From an optimization exercise on the open Yosys and OpenROAD flow, aimed at small area, a short achievable clock period and few clock cycles per item; shortcuts taken in it are not production practice. Function was checked by simulation only, so behaviour that the tests miss may differ from the original.

==> flow/design.v <==
module fp_round_pack (
    input  wire              sign,
    input  wire signed [11:0] e,
    input  wire [23:0]       m,
    input  wire              g,
    input  wire              s,
    output reg  [31:0]       result
);
    wire        sub  = (e <= 12'sd0);
    wire [11:0] shw  = 12'd1 - e;
    wire [4:0]  sh   = !sub ? 5'd0 : ((shw > 12'd25) ? 5'd25 : shw[4:0]);
    wire [24:0] v    = {m, g};
    wire [24:0] vs   = v >> sh;
    wire        lost = |(v & ~({25{1'b1}} << sh));
    wire [7:0]  ef   = sub ? 8'd0 : e[7:0];
    wire        gg   = vs[0];
    wire        ss   = s | lost;
    wire [30:0] rnd  = {ef, vs[23:1]} + {30'd0, gg & (ss | vs[1])};
    always @* begin
        if (!sub && e >= 12'sd255)
            result = {sign, 8'hFF, 23'd0};
        else
            result = {sign, rnd};
    end
endmodule
module fp_i2f (
    input  wire [30:0] mag,
    output wire        zero,
    output wire [23:0] m,
    output wire [4:0]  e
);
    reg [4:0] lz;
    integer i;
    always @* begin
        lz = 5'd0;
        for (i = 0; i < 31; i = i + 1)
            if (mag[i]) lz = 5'd30 - i[4:0];
    end
    wire [30:0] mn  = mag << lz;
    wire [24:0] r   = {1'b0, mn[30:7]} + {24'd0, mn[6] & ((|mn[5:0]) | mn[7])};
    assign zero = (mag == 31'd0);
    assign m    = r[24] ? 24'h800000 : r[23:0];
    assign e    = (5'd30 - lz) + {4'd0, r[24]};
endmodule
module fp_mul (
    input  wire [24:0] acc,
    input  wire [23:0] a,
    input  wire [7:0]  b,
    output wire [32:0] s
);
    assign s = {8'd0, acc} + a * b;
endmodule
module fp_add (
    input  wire [31:0] a,
    input  wire [31:0] b,
    output reg  [31:0] y
);
    wire a_nan = (&a[30:23]) && (|a[22:0]);
    wire b_nan = (&b[30:23]) && (|b[22:0]);
    wire a_inf = (&a[30:23]) && !(|a[22:0]);
    wire b_inf = (&b[30:23]) && !(|b[22:0]);
    wire        swap = b[30:0] > a[30:0];
    wire [31:0] l = swap ? b : a;
    wire [31:0] s = swap ? a : b;
    wire [23:0] ml = {|l[30:23], l[22:0]};
    wire [23:0] ms = {|s[30:23], s[22:0]};
    wire [7:0]  xl = (|l[30:23]) ? l[30:23] : 8'd1;
    wire [7:0]  xs = (|s[30:23]) ? s[30:23] : 8'd1;
    wire [7:0]  d  = xl - xs;
    wire        far = (d > 8'd26);
    wire [4:0]  dsh = far ? 5'd27 : d[4:0];
    wire [26:0] sfull = {ms, 3'b000};
    wire [26:0] sx = sfull >> dsh;
    wire [26:0] lostm = ~({27{1'b1}} << dsh);
    wire        lost = |(sfull & lostm);
    wire [26:0] ws = {sx[26:1], sx[0] | lost};
    wire        sub = l[31] ^ s[31];
    wire [27:0] sum = sub ? ({1'b0, ml, 3'b000} - {1'b0, ws}) : ({1'b0, ml, 3'b000} + {1'b0, ws});
    reg  [4:0]  lz;
    integer i;
    always @* begin
        lz = 5'd27;
        for (i = 0; i < 27; i = i + 1)
            if (sum[i]) lz = 5'd26 - i[4:0];
    end
    wire [7:0]  lim = xl - 8'd1;
    wire [7:0]  shl = ({3'd0, lz} > lim) ? lim : {3'd0, lz};
    wire [26:0] mn  = sum[26:0] << shl[4:0];
    wire [7:0]  en  = xl - shl;
    wire [23:0] sig  = sum[27] ? sum[27:4] : mn[26:3];
    wire        grd  = sum[27] ? sum[3] : mn[2];
    wire        stk  = sum[27] ? (|sum[2:0]) : (|mn[1:0]);
    wire [7:0]  ef   = sum[27] ? (xl + 8'd1) : (mn[26] ? en : 8'd0);
    wire [30:0] rnd  = {ef, sig[22:0]} + {30'd0, grd & (stk | sig[0])};
    always @* begin
        if (a_nan || b_nan || (a_inf && b_inf && (a[31] != b[31])))
            y = 32'h7FC00000;
        else if (a_inf)
            y = a;
        else if (b_inf)
            y = b;
        else if (sum == 28'd0)
            y = {a[31] & b[31], 31'd0};
        else if (sum[27] && xl == 8'd254)
            y = {l[31], 8'hFF, 23'd0};
        else
            y = {l[31], rnd};
    end
endmodule
module fp_div #(
    parameter R = 4
) (
    input  wire [27:0]     rem_in,
    input  wire [26:0]     div,
    output reg  [28*R-1:0] rem_k,
    output reg  [R-1:0]    q
);
    integer i;
    reg [27:0] r;
    reg [28:0] df;
    always @* begin
        r = rem_in;
        for (i = 0; i < R; i = i + 1) begin
            df = {1'b0, r} - {2'b00, div};
            q[R-1-i] = !df[28];
            r = (df[28] ? r : df[27:0]) << 1;
            rem_k[28*i +: 28] = r;
        end
    end
endmodule
module iar_stream_codec (
    input  wire        clk,
    input  wire        rst,
    input  wire        cmd_valid,
    output wire        cmd_ready,
    input  wire [31:0] cmd_word,
    input  wire [31:0] cmd_a0,
    input  wire [31:0] cmd_a1,
    input  wire [71:0] cmd_data,
    input  wire [3:0]  cmd_len,
    output reg         rsp_valid,
    output wire [7:0]  rsp_status,
    output reg  [31:0] rsp_r0,
    output wire [31:0] rsp_r1,
    output wire [71:0] rsp_out,
    output wire [3:0]  rsp_len
);
    localparam [3:0] ST_OK             = 4'd0;
    localparam [3:0] ST_CONFIG_ERR     = 4'd1;
    localparam [3:0] ST_MALFORMED      = 4'd3;
    localparam [3:0] ST_ALLOC_ERR      = 4'd4;
    localparam [3:0] ST_ILLEGAL        = 4'd5;
    localparam [3:0] ST_QRANGE_ERR     = 4'd8;
    localparam [3:0] ST_NOT_CONFIGURED = 4'd10;
    localparam [31:0] REF_SEED = 32'h40000000;
    localparam integer R = 4;             
    localparam [2:0] K_NOP = 3'd0, K_RST = 3'd1, K_ZZE = 3'd2, K_ZZD = 3'd3,
                     K_CFG = 3'd4, K_SC  = 3'd5, K_SD  = 3'd6, K_ILL = 3'd7;
    localparam [2:0] S_IDLE = 3'd0, S_EXEC = 3'd1, S_NORM = 3'd2, S_DIV = 3'd3,
                     S_RND  = 3'd4, S_MUL  = 3'd5, S_ADD  = 3'd6;
    reg [2:0] state;
    reg [2:0]  k_kind;
    reg [1:0]  k_ch;       
    reg [71:0] k_data;     
    reg [3:0]  k_len;
    reg        ch_cfg [0:3];
    reg [30:0] ch_t   [0:3];
    reg [31:0] ch_ref [0:3];
    reg [23:0] ma;         
    reg signed [9:0] xa;   
    reg [27:0] rem;        
    reg signed [10:0] xq;  
    reg        qsg;        
    reg        dz;         
    reg        first;      
    reg        b1;         
    reg [2:0]  cnt;        
    reg        st;         
    reg [1:0]  ci;         
    reg [31:0] qx;         
    reg [23:0] qfm;        
    reg [4:0]  qfe;        
    reg [31:0] pr;         
    reg [3:0]  rsp_st;
    reg [1:0]  rmode;
    wire [7:0] in_op = cmd_word[7:0];
    wire [3:0] in_ch = cmd_word[11:8];
    wire       in_hi = |cmd_word[31:12];
    wire       in_multi = (in_op == 8'h70) || (in_op == 8'h71) || (in_op == 8'h80) || (in_op == 8'h81);
    wire       in_ctl   = (in_op == 8'h00) || (in_op == 8'h01) || (in_op == 8'h40) || (in_op == 8'h41);
    wire       in_legal = !in_hi && ((in_multi && in_ch[3:1] == 3'd0) || (in_ctl && in_ch == 4'd0));
    reg  [2:0] in_kind;
    always @* begin
        case (in_op)
            8'h00: in_kind = K_NOP;
            8'h01: in_kind = K_RST;
            8'h40: in_kind = K_ZZE;
            8'h41: in_kind = K_ZZD;
            8'h70, 8'h80: in_kind = K_CFG;
            8'h71: in_kind = K_SC;
            8'h81: in_kind = K_SD;
            default: in_kind = K_ILL;
        endcase
        if (!in_legal) in_kind = K_ILL;
    end
    wire in_cfg = (in_op == 8'h70) || (in_op == 8'h80);
    wire        c_cfg = ch_cfg[k_ch];
    wire [30:0] c_t   = ch_t[k_ch];
    wire [31:0] c_ref = ch_ref[k_ch];
    wire [31:0] k_a   = k_data[31:0];
    wire        t_sub = !(|c_t[30:23]);
    wire [23:0] t_m   = {!t_sub, c_t[22:0]};
    wire signed [9:0] t_x = t_sub ? -10'sd126 : ({2'd0, c_t[30:23]} - 10'sd127);
    wire [31:0] zz_enc = {k_a[30:0], 1'b0} ^ {32{k_a[31]}};
    wire [31:0] zz_dec = {1'b0, k_a[31:1]} ^ {32{k_a[0]}};
    wire        in_add = (state == S_ADD);
    wire [31:0] add_a = in_add ? c_ref : k_a;
    wire [31:0] add_b = in_add ? pr : {~c_ref[31], c_ref[30:0]};
    wire [31:0] add_y;
    fp_add u_add (.a(add_a), .b(add_b), .y(add_y));
    wire        d_sub = !(|add_y[30:23]);
    wire        d_nan_inf = &add_y[30:23];
    wire        d_zero = (add_y[30:0] == 31'd0);
    reg  [71:0] fbits;
    reg  [4:0]  dn;
    reg         dfound;
    integer i;
    always @* begin
        for (i = 0; i < 72; i = i + 1)
            fbits[i] = k_data[i] && (i < 8 * k_len);
        dn = 5'd0;
        dfound = 1'b0;
        for (i = 35; i >= 4; i = i - 1)
            if (fbits[i]) begin
                dfound = 1'b1;
                dn = i - 4;
            end
    end
    wire [66:0] fsh  = fbits[71:5] >> dn;
    wire [31:0] dlow = {1'b0, fsh[30:0]} & ~(32'hFFFFFFFF << dn);
    wire [31:0] dx   = dlow | (32'd1 << dn);
    wire        full = (xq >= 11'sd22);                
    wire signed [10:0] dtot = full ? 11'sd28 : (xq + 11'sd2);    
    wire [1:0]  zpre = 2'd0 - dtot[1:0];                        
    wire [2:0]  ncyc = dtot[4:2] + {2'd0, |dtot[1:0]};
    wire [27:0] div_in = first ? (rem >> zpre) : rem;
    wire [28*R-1:0] div_rk;
    wire [R-1:0]    div_q;
    fp_div #(.R(R)) u_div (.rem_in(div_in), .div({ma, 3'b000}), .rem_k(div_rk), .q(div_q));
    wire        qtop = qx[27];
    wire [23:0] xm   = qtop ? qx[27:4] : qx[26:3];
    wire        xg   = qtop ? qx[3] : qx[2];
    wire        xs   = (qtop ? (|qx[2:0]) : (|qx[1:0])) | (rem != 28'd0);
    wire [24:0] xr   = {1'b0, xm} + {24'd0, xg & (xs | xm[0])};
    wire signed [11:0] xe = {xq[10], xq} - {11'd0, !qtop} + {11'd0, xr[24]};
    wire [23:0] xm2  = xr[24] ? 24'h800000 : xr[23:0];
    wire        kovf = !dz && full && (xe >= 12'sd31);
    wire [4:0]  ksh1 = 5'd29 - xe[4:0];             
    wire [30:0] kM   = {xm2, 7'd0};
    wire [30:0] kpre = (xe == 12'sd30) ? 31'd0 : (kM >> ksh1);
    wire [31:0] kinc = {1'b0, kpre} + 32'd1;
    wire [30:0] kful = (xe == 12'sd30) ? kM : kinc[31:1];
    wire [4:0]  es   = 5'd22 - xq[4:0] + {4'd0, !b1};   
    wire [26:0] mt8  = {ma, 3'b000};
    wire [27:0] gap  = {mt8, 1'b0} - rem;               
    wire [26:0] tol  = mt8 >> es;
    wire        kup  = qx[0] || (gap <= {1'b0, tol});
    wire [31:0] kear = {1'b0, qx[31:1]} + {31'd0, kup};
    wire [30:0] kmag = (dz || xq < -11'sd2) ? 31'd0 : (full ? kful : kear[30:0]);
    wire        kneg = qsg && (kmag != 31'd0);
    wire [30:0] i2f_mag = (state == S_RND) ? kmag : dx[31:1];
    wire        i2f_z;
    wire [23:0] i2f_m;
    wire [4:0]  i2f_e;
    fp_i2f u_i2f (.mag(i2f_mag), .zero(i2f_z), .m(i2f_m), .e(i2f_e));
    wire [1:0]  i2f_ci = (i2f_m[15:0] == 16'd0) ? 2'd2 : ((i2f_m[7:0] == 8'd0) ? 2'd1 : 2'd0);
    wire        is_cfg = (k_kind == K_CFG);
    reg  [7:0]  mdig;
    always @* begin
        case (ci)
            2'd0: mdig = qfm[7:0];
            2'd1: mdig = qfm[15:8];
            default: mdig = qfm[23:16];
        endcase
    end
    wire [32:0] ms;
    fp_mul u_mul (.acc(rem[24:0]), .a(ma), .b(mdig), .s(ms));
    wire        mlast = (ci == 2'd2);
    wire signed [11:0] me = {{2{xa[9]}}, xa} + (is_cfg ? -12'sd1 : {7'd0, qfe}) + 12'sd127 + {11'd0, ms[31]};
    wire [23:0] mm  = ms[31] ? ms[31:8] : ms[30:7];
    wire        mg  = ms[31] ? ms[7] : ms[6];
    wire        mst = st | (ms[31] ? (|ms[6:0]) : (|ms[5:0]));
    wire [31:0] mul_y;
    fp_round_pack u_pack (.sign(!is_cfg && !qx[0]), .e(me), .m(mm), .g(mg), .s(mst), .result(mul_y));
    wire md_ok  = !k_a[31] && (k_a[30:23] != 8'hFF) && (k_a[30:0] != 31'd0);
    wire cfg_ok = (mul_y[30:0] != 31'd0) && (mul_y[30:23] < 8'hFE);
    wire [30:0] t_new = (mul_y[30:23] == 8'd0) ? {mul_y[29:0], 1'b0}
                                               : {mul_y[30:23] + 8'd1, mul_y[22:0]};
    reg [4:0] en;
    always @* begin
        en = 5'd0;
        for (i = 0; i < 32; i = i + 1)
            if (qx[i]) en = i;
    end
    wire [31:0] elow  = qx & ~(32'hFFFFFFFF << en);
    wire [71:0] frame = ({40'd0, elow} << (5 + en)) | (72'd1 << (4 + en));
    wire [6:0]  efb   = 7'd5 + {1'b0, en, 1'b0};
    wire [6:0]  efb7  = efb + 7'd7;
    assign rsp_status = {4'd0, rsp_st};
    assign rsp_r1  = (rmode != 2'd0) ? {25'd0, efb} : 32'd0;
    assign rsp_out = rmode[1] ? frame : 72'd0;
    assign rsp_len = rmode[1] ? efb7[6:3] : 4'd0;
    wire simple = (k_kind == K_NOP) || (k_kind == K_RST) || (k_kind == K_ZZE) ||
                  (k_kind == K_ZZD) || (k_kind == K_ILL);
    assign cmd_ready = (state == S_IDLE) || (state == S_ADD) ||
                       (state == S_EXEC && simple) ||
                       (state == S_MUL && is_cfg && mlast);
    wire accept = cmd_valid && cmd_ready;
    reg        r_v;
    reg [3:0]  r_st;
    reg [31:0] r_r0;
    reg [1:0]  r_mode;
    always @* begin
        r_v    = 1'b0;
        r_st   = ST_OK;
        r_r0   = 32'd0;
        r_mode = 2'd0;
        case (state)
            S_EXEC: begin
                case (k_kind)
                    K_NOP, K_RST: r_v = 1'b1;
                    K_ZZE: begin r_v = 1'b1; r_r0 = zz_enc; end
                    K_ZZD: begin r_v = 1'b1; r_r0 = zz_dec; end
                    K_ILL: begin r_v = 1'b1; r_st = ST_ILLEGAL; end
                    K_CFG: if (!md_ok) begin r_v = 1'b1; r_st = ST_CONFIG_ERR; end
                    K_SC: begin
                        if (!c_cfg) begin r_v = 1'b1; r_st = ST_NOT_CONFIGURED; end
                        else if (d_nan_inf) begin r_v = 1'b1; r_st = ST_QRANGE_ERR; end
                    end
                    default: begin
                        if (!c_cfg) begin r_v = 1'b1; r_st = ST_NOT_CONFIGURED; end
                        else if (k_len > 4'd9) begin r_v = 1'b1; r_st = ST_ALLOC_ERR; end
                        else if (!dfound) begin r_v = 1'b1; r_st = ST_MALFORMED; end
                    end
                endcase
            end
            S_RND: if (kovf) begin r_v = 1'b1; r_st = ST_QRANGE_ERR; end
            S_MUL: if (is_cfg && mlast) begin
                r_v = 1'b1;
                if (cfg_ok) r_r0 = mul_y;
                else r_st = ST_CONFIG_ERR;
            end
            S_ADD: begin
                r_v    = 1'b1;
                r_r0   = add_y;
                r_mode = (k_kind == K_SC) ? 2'd2 : 2'd1;
            end
            default: ;
        endcase
    end
    integer j;
    always @(posedge clk) begin
        rsp_valid <= r_v && !rst;
        rsp_st    <= r_st;
        rsp_r0    <= r_r0;
        rmode     <= r_mode;
        if (accept) begin
            k_kind <= in_kind;
            k_ch   <= {in_op[7], in_ch[0]};
            k_data <= {cmd_data[71:32], in_cfg ? cmd_a1 : ((in_op == 8'h81) ? cmd_data[31:0] : cmd_a0)};
            k_len  <= cmd_len;
        end
        if (rst) begin
            state <= S_IDLE;
            for (j = 0; j < 4; j = j + 1) begin
                ch_cfg[j] <= 1'b0;
                ch_ref[j] <= REF_SEED;
            end
        end else begin
            case (state)
                S_IDLE: ;
                S_EXEC: begin
                    st    <= 1'b0;
                    first <= 1'b1;
                    case (k_kind)
                        K_RST: begin
                            for (j = 0; j < 4; j = j + 1) begin
                                ch_cfg[j] <= 1'b0;
                                ch_ref[j] <= REF_SEED;
                            end
                            state <= S_IDLE;
                        end
                        K_CFG: begin
                            ma    <= {|k_a[30:23], k_a[22:0]};
                            xa    <= (|k_a[30:23]) ? ({2'd0, k_a[30:23]} - 10'sd127) : -10'sd126;
                            rem   <= 28'd0;
                            qfm   <= 24'hFFBE77;
                            ci    <= 2'd0;
                            state <= !md_ok ? S_IDLE : ((|k_a[30:23]) ? S_MUL : S_NORM);
                        end
                        K_SC: begin
                            ma    <= t_m;
                            xa    <= t_x;
                            rem   <= {1'b0, !d_sub, add_y[22:0], 3'b000};
                            xq    <= (d_sub ? -11'sd126 : ({3'd0, add_y[30:23]} - 11'sd127)) - {t_x[9], t_x};
                            qsg   <= add_y[31];
                            dz    <= d_zero;
                            qx    <= 32'd0;
                            if (!c_cfg || d_nan_inf) state <= S_IDLE;
                            else if (d_zero) state <= S_RND;
                            else if (t_sub || d_sub) state <= S_NORM;
                            else state <= S_DIV;
                        end
                        K_SD: begin
                            ma    <= t_m;
                            xa    <= t_x;
                            rem   <= 28'd0;
                            qx    <= dx;
                            qfm   <= i2f_m;
                            qfe   <= i2f_e;
                            ci    <= i2f_ci;
                            pr    <= 32'd0;
                            if (!c_cfg || k_len > 4'd9 || !dfound) state <= S_IDLE;
                            else if (i2f_z) state <= S_ADD;
                            else if (t_sub) state <= S_NORM;
                            else state <= S_MUL;
                        end
                        default: state <= S_IDLE;
                    endcase
                end
                S_NORM: begin
                    if (!ma[23]) begin
                        ma <= ma << 1;
                        xa <= xa - 10'sd1;
                        if (k_kind == K_SC) xq <= xq + 11'sd1;
                    end
                    if (k_kind == K_SC && !rem[26]) begin
                        rem <= rem << 1;
                        xq  <= xq - 11'sd1 + (ma[23] ? 11'sd0 : 11'sd1);
                    end
                    if ((ma[23] || ma[22]) && (k_kind != K_SC || rem[26] || rem[25]))
                        state <= (k_kind == K_SC) ? S_DIV : S_MUL;
                end
                S_DIV: begin
                    first <= 1'b0;
                    if (first && xq <= -11'sd2) begin
                        state <= S_RND;
                    end else begin
                        if (first) b1 <= (rem[26:3] >= ma);
                        rem <= div_rk[28*(R-1) +: 28];
                        qx  <= {qx[31-R:0], div_q};
                        cnt <= first ? (ncyc - 3'd1) : (cnt - 3'd1);
                        if (first ? (ncyc == 3'd1) : (cnt == 3'd1)) state <= S_RND;
                    end
                end
                S_RND: begin
                    qx  <= {kmag, !kneg};
                    qfm <= i2f_m;
                    qfe <= i2f_e;
                    ci  <= i2f_ci;
                    rem <= 28'd0;
                    pr  <= 32'd0;
                    state <= kovf ? S_IDLE : (i2f_z ? S_ADD : S_MUL);
                end
                S_MUL: begin
                    rem <= {3'd0, ms[32:8]};
                    st  <= st | (|ms[7:0]);
                    ci  <= ci + 2'd1;
                    pr  <= mul_y;
                    if (mlast) begin
                        if (is_cfg) begin
                            state <= S_IDLE;
                            if (cfg_ok) begin
                                ch_cfg[k_ch] <= 1'b1;
                                ch_t[k_ch]   <= t_new;
                                ch_ref[k_ch] <= REF_SEED;
                            end
                        end else
                            state <= S_ADD;
                    end
                end
                S_ADD: begin
                    ch_ref[k_ch] <= add_y;
                    state <= S_IDLE;
                end
                default: state <= S_IDLE;
            endcase
            if (accept) state <= S_EXEC;
        end
    end
endmodule
==> flow/run.sh <==
#!/bin/bash
# synth_recipe.tcl (not shown) runs the flow's synth.tcl, then flattens the netlist and writes it again
# the make line also repeats each setting of config.mk as NAME=value (left out here)
make -C /OpenROAD-flow-scripts/flow DESIGN_CONFIG=/design/flow/config.mk WORK_HOME=/design/flow/orfs CLKGATE_MAP_FILE= SYNTH_SCRIPT=/design/flow/synth_recipe.tcl finish
==> flow/config.mk <==
export PLATFORM = sky130hd
export DESIGN_NAME = iar_stream_codec
export DESIGN_NICKNAME = iar_stream_codec
export VERILOG_FILES = /design/flow/design.v
export SDC_FILE = /design/flow/constraint.sdc
export NUM_CORES = 4
export LEC_CHECK = 0
export ABC_AREA = 1
export CAP_MARGIN = 20
export CORE_MARGIN = 2
export CORE_UTILIZATION = 30
export PLACE_DENSITY = 0.4
export SLEW_MARGIN = 20
==> flow/constraint.sdc <==
create_clock -name core_clock -period 40.0 [get_ports {clk}]
set_input_delay 8.0000 -clock core_clock [delete_from_list [all_inputs] [get_ports {clk}]]
set_output_delay 8.0000 -clock core_clock [all_outputs]
set_load 0.01 [all_outputs]
==> impl_metrics.toml, run 1 <==
[outcome]
outcome = "finished clean"

[clocking]
cts_tree = "done"
hold_buffers = 0
ctsResizeCount = 0
cts_root_buffer = "clkbuf_16"
numCtsBuffers = 73
clock_sinks = 552
cts_max_level = 3
cts_buffer_depth = 3
insertion_delay_ns = 0.71
cts_setup_buffers = 0
path_clk_slew_ns = 0.06

[grt]
busiest_layer = "met2"
grtUsageTotal_pct = 27.3
use_met1_pct = 40.8
grt_util_met3_pct = 3.12
grt_pass1_wl_um = 496000
grt_util_met2_pct = 41.3
grt_pass1_vias = 72200
grt.overflow.total = 0
grt_antenna_before_repair = 26
grt_max_degree = 88

[sta]
report.final.slew_viol_count = 0
fin_hold_ws_ns = 0.463
hold_viol = 0
tightest_slew_ns = 1.28
slew_headroom_pct = 14.0
setup_tns_ns = 0
finClkSkew_ns = 0.0597
max_freq_mhz = 43.8
rsz0062_at_grt = "no"
setup_viol = 0
period_minus_slack_ns = 22.83
post-route-period-util_pct = 57.1

[worst_setup_path]
cpMostUsedCell = "nand2_1"
crit_path_end = "xq[9]$_DFFE_PP_"
r2r_slack_ns = 17.17
critPathArrivalTime_ns = 23.26
ff2ff_path_depth = 111
critPathKind = "flip-flop to flip-flop"
timing.rr.end = "xq[9]$_DFFE_PP_"
end_kind = "flip-flop"
start_kind = "flip-flop"
cp.required_ns = 40.43
worst-path-max-fanout = 87
slowest_delay_ns = 0.83
cp_slowest_cell = "buf_4"

[floorplan]
ioPinCount = 325
die_height_um = 492
core_area_um2 = 237000
die_area_um2 = 242000
die_w_um = 492
start_util_pct = 30.1
row_count = 179

[route]
via_per_inst = 5.40
drt_iter0_markers = 8525
route.vias.total = 77500
firstDrtPassIters = 8
ant_nets = 0
drc = 0
wl_per_cell_um = 23.9
wl_um = 343000

[placed_design]
dp_hpwl_um = 273000
place_congestion = 0.947
placed_cells = 14200
portBuffers = 290

[yosys]
synth_largest_area_cell = "edfxtp_1"
async_flop_share_pct = 0
yosys-top-cells-count = "nand2_1, inv_1, nor2_1"
synth_area_leaders = "edfxtp_1, nand2_1, ha_1"
synth_most_common_cell = "nand2_1"
syn_inst = 11100
syn_area_um2 = 71300
ys_ff_latch = 552
ys_types = 90
synth_edf_count = 504
yosysSeqAreaShare_pct = 22.6
netlist.area_leader.share_pct = 21.2
ys.flop_type = "edfxtp_1"
syn_avg_cell_area_um2 = 6.43
yosys_warnings = 5

[job]
drv_cap = 0

[layout]
final_cells = 14400
final_core_util_pct = 33.7
area.growth.synth_to_final_pct = 12.2
nNetsFinal = 11900
drive_above_1_share_pct = 5.09

[hold_path]
hp-class = "flip-flop to flip-flop"
kinds of logic after synthesis:
kind of cell,count (synthesis),share of synthesized area (%)
AO/OA/AOI/OAI,2282,18.6
XOR/XNOR,296,3.69
adder cells (fa/ha/maj),607,12.1
buffers and inverters,1882,10.5
flip-flops,552,22.6
multiplexers,30,0.421
other,2,0.0105
AND/OR/NAND/NOR,5445,32.1
critical path, delay by kind of cell (launching register included):
family          cells  cell delay, ns
flops               1            0.56
buf+inv            12            3.27
fa+ha+maj           8            2.64
simple gates       68           10.35
compound gates     23            5.48
metrics by stage:
stage	setup WS, ns	cell area, um^2
2_1_floorplan	22.68	71400
3_3_place_gp	17.65	77400
3_5_place_dp	17.53	77400
4_1_cts	17.47	80000
5_1_grt	15.12	80000
6_report	17.17	80000
worst min-delay path by stage:
stage / from / end / slack [ns] / cells after the start
after floorplan: ch_cfg[1]$_DFF_P_ / ch_cfg[1]$_DFF_P_ / 0.43 / 2
after global placement: ch_cfg[3]$_DFF_P_ / ch_cfg[3]$_DFF_P_ / 0.45 / 2
after detailed placement: ch_cfg[3]$_DFF_P_ / ch_cfg[3]$_DFF_P_ / 0.45 / 2
after CTS: ch_cfg[3]$_DFF_P_ / ch_cfg[3]$_DFF_P_ / 0.46 / 2
after global routing: ch_cfg[0]$_DFF_P_ / ch_cfg[0]$_DFF_P_ / 0.50 / 2
final: ch_cfg[3]$_DFF_P_ / ch_cfg[3]$_DFF_P_ / 0.46 / 2
layout make-up:
cell class | count | area (um^2)
Tap cell | 3167 | 3960
Fill cell | 26300 | 157000
Timing Repair Buffer | 449 | 4120
Inverter | 1357 | 5110
Clock inverter | 46 | 636
Sequential cell | 552 | 16100
Antenna cell | 10 | 25.0
Clock buffer | 88 | 1950
Multi-Input combinational cell | 8690 | 48100
registers in the layout (all words and copies together) (netlist names), 24 cells and up, named ones only:
signal  count
qfm        24
ch_ref    128
qx         32
k_data     67
ch_t      124
pr         32
rsp_r0     32
ma         24
rem        28
cell usage in the layout (no fill, tap or decap), types with 47 or more instances in the layout:
| cell type | count |
|---|---|
| ha_1 | 464 |
| nand3_1 | 795 |
| o22ai_1 | 105 |
| clkbuf_16 | 73 |
| inv_1 | 1270 |
| nor3_1 | 118 |
| clkdlybuf4s50_1 | 290 |
| buf_4 | 158 |
| a21oi_1 | 524 |
| xor2_1 | 204 |
| inv_2 | 53 |
| o21ai_1 | 117 |
| o221ai_1 | 88 |
| dfxtp_1 | 47 |
| edfxtp_1 | 504 |
| nand4_1 | 157 |
| o211ai_1 | 66 |
| nand2_1 | 2966 |
| nor2_1 | 1145 |
| fa_1 | 143 |
| or2_2 | 47 |
| o21ai_0 | 996 |
| xnor2_1 | 82 |
layer usage:
metal	part of all wire (%)	up-vias
met5	0.030	-
met4	2.6	14
met3	6.3	348
met2	43	2604
met1	48	37400
li1	-	37100
Testbench counts, summed over its fixed seeds: cycles 15,477, items 3,872.
==> run 2, diff against run 1 <==
--- a/flow/design.v
+++ b/flow/design.v
@@ -27,3 +27,3 @@
     input  wire [30:0] mag,
-    output wire        zero,
+    input  wire [4:0]  lz,
     output wire [23:0] m,
@@ -31,12 +31,4 @@
 );
-    reg [4:0] lz;
-    integer i;
-    always @* begin
-        lz = 5'd0;
-        for (i = 0; i < 31; i = i + 1)
-            if (mag[i]) lz = 5'd30 - i[4:0];
-    end
     wire [30:0] mn  = mag << lz;
     wire [24:0] r   = {1'b0, mn[30:7]} + {24'd0, mn[6] & ((|mn[5:0]) | mn[7])};
-    assign zero = (mag == 31'd0);
     assign m    = r[24] ? 24'h800000 : r[23:0];
@@ -112,5 +104,5 @@
 ) (
-    input  wire [27:0]     rem_in,
-    input  wire [26:0]     div,
-    output reg  [28*R-1:0] rem_k,
+    input  wire [24:0]     rem_in,
+    input  wire [23:0]     div,
+    output reg  [25*R-1:0] rem_k,
     output reg  [R-1:0]    q
@@ -118,4 +110,4 @@
     integer i;
-    reg [27:0] r;
-    reg [28:0] df;
+    reg [24:0] r;
+    reg [25:0] df;
     always @* begin
@@ -124,5 +116,5 @@
             df = {1'b0, r} - {2'b00, div};
-            q[R-1-i] = !df[28];
-            r = (df[28] ? r : df[27:0]) << 1;
-            rem_k[28*i +: 28] = r;
+            q[R-1-i] = !df[25];
+            r = (df[25] ? r : df[24:0]) << 1;
+            rem_k[25*i +: 25] = r;
         end
@@ -159,3 +151,3 @@
     localparam [2:0] S_IDLE = 3'd0, S_EXEC = 3'd1, S_NORM = 3'd2, S_DIV = 3'd3,
-                     S_RND  = 3'd4, S_MUL  = 3'd5, S_ADD  = 3'd6;
+                     S_RND  = 3'd4, S_MUL  = 3'd5, S_ADD  = 3'd6, S_ERR = 3'd7;
     reg [2:0] state;
@@ -163,4 +155,3 @@
     reg [1:0]  k_ch;       
-    reg [71:0] k_data;     
-    reg [3:0]  k_len;
+    reg [31:0] k_a;        
     reg        ch_cfg [0:3];
@@ -170,3 +161,3 @@
     reg signed [9:0] xa;   
-    reg [27:0] rem;        
+    reg [24:0] rem;        
     reg signed [10:0] xq;  
@@ -175,2 +166,3 @@
     reg        first;      
+    reg [1:0]  nl;         
     reg        b1;         
@@ -180,2 +172,5 @@
     reg [31:0] qx;         
+    reg        msg;        
+    reg [4:0]  sd_n;       
+    reg [3:0]  e_st;       
     reg [23:0] qfm;        
@@ -185,2 +180,3 @@
     reg [1:0]  rmode;
+    reg [6:0]  rsp_r1_q;
     wire [7:0] in_op = cmd_word[7:0];
@@ -209,3 +205,2 @@
     wire [31:0] c_ref = ch_ref[k_ch];
-    wire [31:0] k_a   = k_data[31:0];
     wire        t_sub = !(|c_t[30:23]);
@@ -229,3 +224,3 @@
         for (i = 0; i < 72; i = i + 1)
-            fbits[i] = k_data[i] && (i < 8 * k_len);
+            fbits[i] = cmd_data[i] && (i < 8 * cmd_len);
         dn = 5'd0;
@@ -241,10 +236,32 @@
     wire [31:0] dx   = dlow | (32'd1 << dn);
-    wire        full = (xq >= 11'sd22);                
+    wire [1:0]  in_chi = {in_op[7], in_ch[0]};
+    wire        in_cfgd = ch_cfg[in_chi];
+    wire [30:0] in_t  = ch_t[in_chi];
+    wire        in_tsub = !(|in_t[30:23]);
+    wire [3:0]  in_est = !in_cfgd ? ST_NOT_CONFIGURED :
+                         (cmd_len > 4'd9) ? ST_ALLOC_ERR :
+                         !dfound ? ST_MALFORMED : ST_OK;
+    wire        full = (xq >= 11'sd23);                
     wire signed [10:0] dtot = full ? 11'sd28 : (xq + 11'sd2);    
-    wire [1:0]  zpre = 2'd0 - dtot[1:0];                        
     wire [2:0]  ncyc = dtot[4:2] + {2'd0, |dtot[1:0]};
-    wire [27:0] div_in = first ? (rem >> zpre) : rem;
-    wire [28*R-1:0] div_rk;
+    wire [1:0]  nl_f = dtot[1:0] - 2'd1;
+    wire [1:0]  nl_c = first ? nl_f : nl;
+    wire        dlast = first ? (ncyc == 3'd1) : (cnt == 3'd1);
+    wire [25*R-1:0] div_rk;
     wire [R-1:0]    div_q;
-    fp_div #(.R(R)) u_div (.rem_in(div_in), .div({ma, 3'b000}), .rem_k(div_rk), .q(div_q));
+    fp_div #(.R(R)) u_div (.rem_in(rem), .div(ma), .rem_k(div_rk), .q(div_q));
+    reg  [24:0] div_rem;
+    reg  [31:0] div_qx;
+    always @* begin
+        div_rem = div_rk[25*(R-1) +: 25];
+        div_qx  = {qx[31-R:0], div_q};
+        if (dlast) begin
+            case (nl_c)
+                2'd0: begin div_rem = div_rk[0 +: 25];  div_qx = {qx[30:0], div_q[3]};   end
+                2'd1: begin div_rem = div_rk[25 +: 25]; div_qx = {qx[29:0], div_q[3:2]}; end
+                2'd2: begin div_rem = div_rk[50 +: 25]; div_qx = {qx[28:0], div_q[3:1]}; end
+                default: ;
+            endcase
+        end
+    end
     wire        qtop = qx[27];
@@ -252,3 +269,3 @@
     wire        xg   = qtop ? qx[3] : qx[2];
-    wire        xs   = (qtop ? (|qx[2:0]) : (|qx[1:0])) | (rem != 28'd0);
+    wire        xs   = (qtop ? (|qx[2:0]) : (|qx[1:0])) | (rem != 25'd0);
     wire [24:0] xr   = {1'b0, xm} + {24'd0, xg & (xs | xm[0])};
@@ -257,12 +274,8 @@
     wire        kovf = !dz && full && (xe >= 12'sd31);
-    wire [4:0]  ksh1 = 5'd29 - xe[4:0];             
-    wire [30:0] kM   = {xm2, 7'd0};
-    wire [30:0] kpre = (xe == 12'sd30) ? 31'd0 : (kM >> ksh1);
-    wire [31:0] kinc = {1'b0, kpre} + 32'd1;
-    wire [30:0] kful = (xe == 12'sd30) ? kM : kinc[31:1];
+    wire [24:0] xh   = {1'b0, xm2} + 25'd1;
+    wire [30:0] kful = (xe == 12'sd22) ? {7'd0, xh[24:1]} : ({7'd0, xm2} << xe[2:0] + 3'd1);
     wire [4:0]  es   = 5'd22 - xq[4:0] + {4'd0, !b1};   
-    wire [26:0] mt8  = {ma, 3'b000};
-    wire [27:0] gap  = {mt8, 1'b0} - rem;               
-    wire [26:0] tol  = mt8 >> es;
-    wire        kup  = qx[0] || (gap <= {1'b0, tol});
+    wire [25:0] gap  = {ma, 1'b0} - {1'b0, rem};        
+    wire [23:0] tol  = ma >> es;
+    wire        kup  = qx[0] || (gap < {2'b0, tol}) || (gap == {2'b0, tol} && es != 5'd0);
     wire [31:0] kear = {1'b0, qx[31:1]} + {31'd0, kup};
@@ -270,7 +283,15 @@
     wire        kneg = qsg && (kmag != 31'd0);
-    wire [30:0] i2f_mag = (state == S_RND) ? kmag : dx[31:1];
-    wire        i2f_z;
+    reg  [4:0]  klz;
+    always @* begin
+        klz = 5'd0;
+        for (i = 0; i < 31; i = i + 1)
+            if (kmag[i]) klz = 5'd30 - i;
+    end
+    wire        in_rnd  = (state == S_RND);
+    wire [30:0] i2f_mag = in_rnd ? kmag : dx[31:1];
+    wire [4:0]  i2f_lz  = in_rnd ? klz : (5'd31 - dn);
+    wire        i2f_z   = in_rnd ? (kmag == 31'd0) : (dn == 5'd0);
     wire [23:0] i2f_m;
     wire [4:0]  i2f_e;
-    fp_i2f u_i2f (.mag(i2f_mag), .zero(i2f_z), .m(i2f_m), .e(i2f_e));
+    fp_i2f u_i2f (.mag(i2f_mag), .lz(i2f_lz), .m(i2f_m), .e(i2f_e));
     wire [1:0]  i2f_ci = (i2f_m[15:0] == 16'd0) ? 2'd2 : ((i2f_m[7:0] == 8'd0) ? 2'd1 : 2'd0);
@@ -293,3 +314,3 @@
     wire [31:0] mul_y;
-    fp_round_pack u_pack (.sign(!is_cfg && !qx[0]), .e(me), .m(mm), .g(mg), .s(mst), .result(mul_y));
+    fp_round_pack u_pack (.sign(!is_cfg && msg), .e(me), .m(mm), .g(mg), .s(mst), .result(mul_y));
     wire md_ok  = !k_a[31] && (k_a[30:23] != 8'hFF) && (k_a[30:0] != 31'd0);
@@ -309,3 +330,3 @@
     assign rsp_status = {4'd0, rsp_st};
-    assign rsp_r1  = (rmode != 2'd0) ? {25'd0, efb} : 32'd0;
+    assign rsp_r1  = {25'd0, rsp_r1_q};
     assign rsp_out = rmode[1] ? frame : 72'd0;
@@ -314,5 +335,4 @@
                   (k_kind == K_ZZD) || (k_kind == K_ILL);
-    assign cmd_ready = (state == S_IDLE) || (state == S_ADD) ||
-                       (state == S_EXEC && simple) ||
-                       (state == S_MUL && is_cfg && mlast);
+    assign cmd_ready = (state == S_IDLE) || (state == S_ADD) || (state == S_ERR) ||
+                       (state == S_EXEC && simple && k_kind != K_RST);
     wire accept = cmd_valid && cmd_ready;
@@ -322,2 +342,3 @@
     reg [1:0]  r_mode;
+    reg [6:0]  r_r1;
     always @* begin
@@ -327,2 +348,3 @@
         r_mode = 2'd0;
+        r_r1   = 7'd0;
         case (state)
@@ -339,7 +361,3 @@
                     end
-                    default: begin
-                        if (!c_cfg) begin r_v = 1'b1; r_st = ST_NOT_CONFIGURED; end
-                        else if (k_len > 4'd9) begin r_v = 1'b1; r_st = ST_ALLOC_ERR; end
-                        else if (!dfound) begin r_v = 1'b1; r_st = ST_MALFORMED; end
-                    end
+                    default: ;
                 endcase
@@ -356,2 +374,7 @@
                 r_mode = (k_kind == K_SC) ? 2'd2 : 2'd1;
+                r_r1   = (k_kind == K_SC) ? efb : (7'd5 + {1'b0, sd_n, 1'b0});
+            end
+            S_ERR: begin
+                r_v  = 1'b1;
+                r_st = e_st;
             end
@@ -366,7 +389,7 @@
         rmode     <= r_mode;
+        rsp_r1_q  <= r_r1;
         if (accept) begin
             k_kind <= in_kind;
-            k_ch   <= {in_op[7], in_ch[0]};
-            k_data <= {cmd_data[71:32], in_cfg ? cmd_a1 : ((in_op == 8'h81) ? cmd_data[31:0] : cmd_a0)};
-            k_len  <= cmd_len;
+            k_ch   <= in_chi;
+            k_a    <= in_cfg ? cmd_a1 : cmd_a0;
         end
@@ -395,3 +418,3 @@
                             xa    <= (|k_a[30:23]) ? ({2'd0, k_a[30:23]} - 10'sd127) : -10'sd126;
-                            rem   <= 28'd0;
+                            rem   <= 25'd0;
                             qfm   <= 24'hFFBE77;
@@ -403,3 +426,3 @@
                             xa    <= t_x;
-                            rem   <= {1'b0, !d_sub, add_y[22:0], 3'b000};
+                            rem   <= {1'b0, !d_sub, add_y[22:0]};
                             xq    <= (d_sub ? -11'sd126 : ({3'd0, add_y[30:23]} - 11'sd127)) - {t_x[9], t_x};
@@ -413,16 +436,2 @@
                         end
-                        K_SD: begin
-                            ma    <= t_m;
-                            xa    <= t_x;
-                            rem   <= 28'd0;
-                            qx    <= dx;
-                            qfm   <= i2f_m;
-                            qfe   <= i2f_e;
-                            ci    <= i2f_ci;
-                            pr    <= 32'd0;
-                            if (!c_cfg || k_len > 4'd9 || !dfound) state <= S_IDLE;
-                            else if (i2f_z) state <= S_ADD;
-                            else if (t_sub) state <= S_NORM;
-                            else state <= S_MUL;
-                        end
                         default: state <= S_IDLE;
@@ -436,3 +445,3 @@
                     end
-                    if (k_kind == K_SC && !rem[26]) begin
+                    if (k_kind == K_SC && !rem[23]) begin
                         rem <= rem << 1;
@@ -440,3 +449,3 @@
                     end
-                    if ((ma[23] || ma[22]) && (k_kind != K_SC || rem[26] || rem[25]))
+                    if ((ma[23] || ma[22]) && (k_kind != K_SC || rem[23] || rem[22]))
                         state <= (k_kind == K_SC) ? S_DIV : S_MUL;
@@ -448,7 +457,10 @@
                     end else begin
-                        if (first) b1 <= (rem[26:3] >= ma);
-                        rem <= div_rk[28*(R-1) +: 28];
-                        qx  <= {qx[31-R:0], div_q};
+                        if (first) begin
+                            b1 <= div_q[R-1];
+                            nl <= nl_f;
+                        end
+                        rem <= div_rem;
+                        qx  <= div_qx;
                         cnt <= first ? (ncyc - 3'd1) : (cnt - 3'd1);
-                        if (first ? (ncyc == 3'd1) : (cnt == 3'd1)) state <= S_RND;
+                        if (dlast) state <= S_RND;
                     end
@@ -457,2 +469,3 @@
                     qx  <= {kmag, !kneg};
+                    msg <= kneg;
                     qfm <= i2f_m;
@@ -460,3 +473,3 @@
                     ci  <= i2f_ci;
-                    rem <= 28'd0;
+                    rem <= 25'd0;
                     pr  <= 32'd0;
@@ -465,3 +478,3 @@
                 S_MUL: begin
-                    rem <= {3'd0, ms[32:8]};
+                    rem <= ms[32:8];
                     st  <= st | (|ms[7:0]);
@@ -485,5 +498,25 @@
                 end
+                S_ERR: state <= S_IDLE;
                 default: state <= S_IDLE;
             endcase
-            if (accept) state <= S_EXEC;
+            if (accept) begin
+                if (in_kind == K_SD) begin
+                    ma    <= {!in_tsub, in_t[22:0]};
+                    xa    <= in_tsub ? -10'sd126 : ({2'd0, in_t[30:23]} - 10'sd127);
+                    rem   <= 25'd0;
+                    st    <= 1'b0;
+                    qfm   <= i2f_m;
+                    qfe   <= i2f_e;
+                    ci    <= i2f_ci;
+                    msg   <= !dx[0];
+                    sd_n  <= dn;
+                    pr    <= 32'd0;
+                    e_st  <= in_est;
+                    if (in_est != ST_OK) state <= S_ERR;
+                    else if (i2f_z) state <= S_ADD;
+                    else if (in_tsub) state <= S_NORM;
+                    else state <= S_MUL;
+                end else
+                    state <= S_EXEC;
+            end
         end
==> run 2 against run 1 <==
Sequential cell count decreased by 24. Die area is 0.15% lower. Design area fell by 0.42%. Wire length grew 3.3%. First-iteration DRC count shrank 11%. Critical path type unchanged.
==> impl_metrics.toml, run 2 <==
[route]
route.vias.total = 78400
drc = 0
via_per_inst = 5.44
wl_per_cell_um = 24.6
wl_um = 354000
drt_iter0_markers = 7579
firstDrtPassIters = 6
ant_nets = 0

[yosys]
syn_avg_cell_area_um2 = 6.36
yosys_warnings = 4
ys.flop_type = "edfxtp_1"
syn_inst = 11200
ys_types = 90
netlist.area_leader.share_pct = 19.8
async_flop_share_pct = 0
ys_ff_latch = 528
synth_most_common_cell = "nand2_1"
syn_area_um2 = 71200
synth_area_leaders = "edfxtp_1, nand2_1, o21ai_0"
yosys-top-cells-count = "nand2_1, inv_1, o21ai_0"
synth_edf_count = 470
yosysSeqAreaShare_pct = 21.4
synth_largest_area_cell = "edfxtp_1"

[sta]
post-route-period-util_pct = 56.1
fin_hold_ws_ns = 0.497
period_minus_slack_ns = 22.42
setup_viol = 0
setup_tns_ns = 0
max_freq_mhz = 44.6
slew_headroom_pct = 21.9
finClkSkew_ns = 0.0295
rsz0062_at_grt = "no"
tightest_slew_ns = 1.16
hold_viol = 0
report.final.slew_viol_count = 0
finalWorstSetupSlack_ns = 17.58

[clocking]
cts_root_buffer = "clkbuf_16"
cts_setup_buffers = 0
cts_max_level = 3
clock_sinks = 528
numCtsBuffers = 73
cts_tree = "done"
hold_buffers = 0
cts_buffer_depth = 3
path_clk_slew_ns = 0.06
insertion_delay_ns = 0.70
ctsResizeCount = 0

[floorplan]
die_height_um = 491
start_util_pct = 30.2
die_w_um = 491
row_count = 178
die_area_um2 = 241000
core_area_um2 = 236000
ioPinCount = 325

[layout]
num-fill-cells = 26200
top_register = "ch_ref"
largest_reg_flops = 128
final_cell_mix = "nand2_1, inv_1, o21ai_0"
final_core_util_pct = 33.8
area.growth.synth_to_final_pct = 11.9
multi_input_area_um2 = 48700
drive_above_1_share_pct = 4.95
final_common_cell = "nand2_1"
regArea_um2 = 15300
reg_top3 = "ch_ref x128, ch_t x124"
nNetsFinal = 12000

[placed_design]
dp_slack_ns = 17.78
portBuffers = 286
dp_hpwl_um = 282000
place_congestion = 0.959

[grt]
grt_pass1_vias = 73100
grtUsageTotal_pct = 28.2
grt_antenna_before_repair = 23
grt_pass1_wl_um = 510000
grt_max_degree = 102
grt.overflow.total = 0

[worst_setup_path]
start_kind = "flip-flop"
ff2ff_path_depth = 112
crit_path_end = "xq[7]$_DFFE_PP_"
cp_slowest_cell = "clkinv_2"
end_kind = "flip-flop"
worst-path-max-fanout = 68
cpMostUsedCell = "nand2_1"
timing.rr.end = "xq[7]$_DFFE_PP_"
r2r_slack_ns = 17.58
critPathKind = "flip-flop to flip-flop"
cp.required_ns = 40.44
slowest_delay_ns = 0.73
critPathArrivalTime_ns = 22.86

[outcome]
outcome = "finished clean"

[hold_path]
hp-class = "flip-flop to flip-flop"

[job]
drv_cap = 0
run 2: worst min path at each step:
stage / slack, ns / cells past startpoint / to / startpoint
after floorplan: 0.42 / 2 / rsp_st[2]$_DFF_P_ / e_st[2]$_DFFE_PP_
after global placement: 0.47 / 2 / ch_ref[3][30]$_DFF_P_ / ch_ref[3][30]$_DFF_P_
after detailed placement: 0.49 / 2 / ch_ref[1][30]$_DFF_P_ / ch_ref[1][30]$_DFF_P_
after CTS: 0.50 / 2 / ch_ref[1][30]$_DFF_P_ / ch_ref[1][30]$_DFF_P_
after global routing: 0.51 / 2 / ch_ref[2][30]$_DFF_P_ / ch_ref[2][30]$_DFF_P_
final: 0.50 / 2 / ch_ref[1][30]$_DFF_P_ / ch_ref[1][30]$_DFF_P_
run 2: logic make-up after synthesis:
logic type / after synthesis / synth area share, %
AO/OA/AOI/OAI: 2614 / 21.2
XOR/XNOR: 256 / 3.24
adder cells (fa/ha/maj): 581 / 12.0
buffers and inverters: 1934 / 10.6
flip-flops: 528 / 21.4
multiplexers: 69 / 1.03
other: 2 / 0.0105
AND/OR/NAND/NOR: 5214 / 30.5
run 2: critical path, delay by kind of cell (launching register included):
kind                       cells  cell delay, ns
xor gates and xnor gates       1            0.16
DFF                            1            0.31
and+or+nand+nor               62            9.72
adders and majority gates      7            2.26
AOI/OAI and AO/OA             22            4.00
buffers and inverters         20            5.63
run 2: stage by stage:
step | instance area (um^2) | cells
2_1_floorplan | 71300 | 11200
3_3_place_gp | 77200 | 14300
3_5_place_dp | 77200 | 14300
4_1_cts | 79600 | 14400
5_1_grt | 79700 | 14400
6_report | 79700 | 14400
run 2: routing by layer:
layer,vias to the layer above,GRT usage (%),routed length (um)
met2,2762,46.0,161000
met3,428,3.04,20300
met1,37700,38.0,157000
met5,-,0,27
li1,37500,-,-
met4,4,11.1,15800
run 2: final cells by class:
class | instances | area share (%)
Clock inverter | 30 | 0.383
Multi-Input combinational cell | 8764 | 61.1
Clock buffer | 105 | 2.63
Timing Repair Buffer | 459 | 5.23
Antenna cell | 14 | 0.0440
Sequential cell | 528 | 19.2
Tap cell | 3150 | 4.95
Inverter | 1374 | 6.49
Testbench counts of run 2, summed over its fixed seeds: cycles 13,589, items 3,872.

## afterwards: timing with drivers on the ports
The flow's constraints put no driver on any port. The routed layouts listed below were extracted and timed again, unchanged, in two steps.
Step 1 sets driving cells, clkbuf_16 on the clock port and buf_2 on the other inputs (assumed; they add their load-dependent delay and slew).
Step 2 moves the port delays by t, midway between the first and last clock arrival at a register: inputs arrive t later, outputs are due t later. That takes back most of the time a late clock gives input paths.
a / b / c = ideal ports / drivers / drivers and shift; a / b = the first two.
| run | shift t [ns] | setup slack, ns | worst setup path after step 2 |
|---|---|---|---|
| run 1 | 0.764 | 17.167 / 17.167 / 17.167 | register to register |
| run 2 | 0.782 | 17.576 / 17.576 / 17.576 | register to register |
After both steps setup and hold are still met in every run listed.
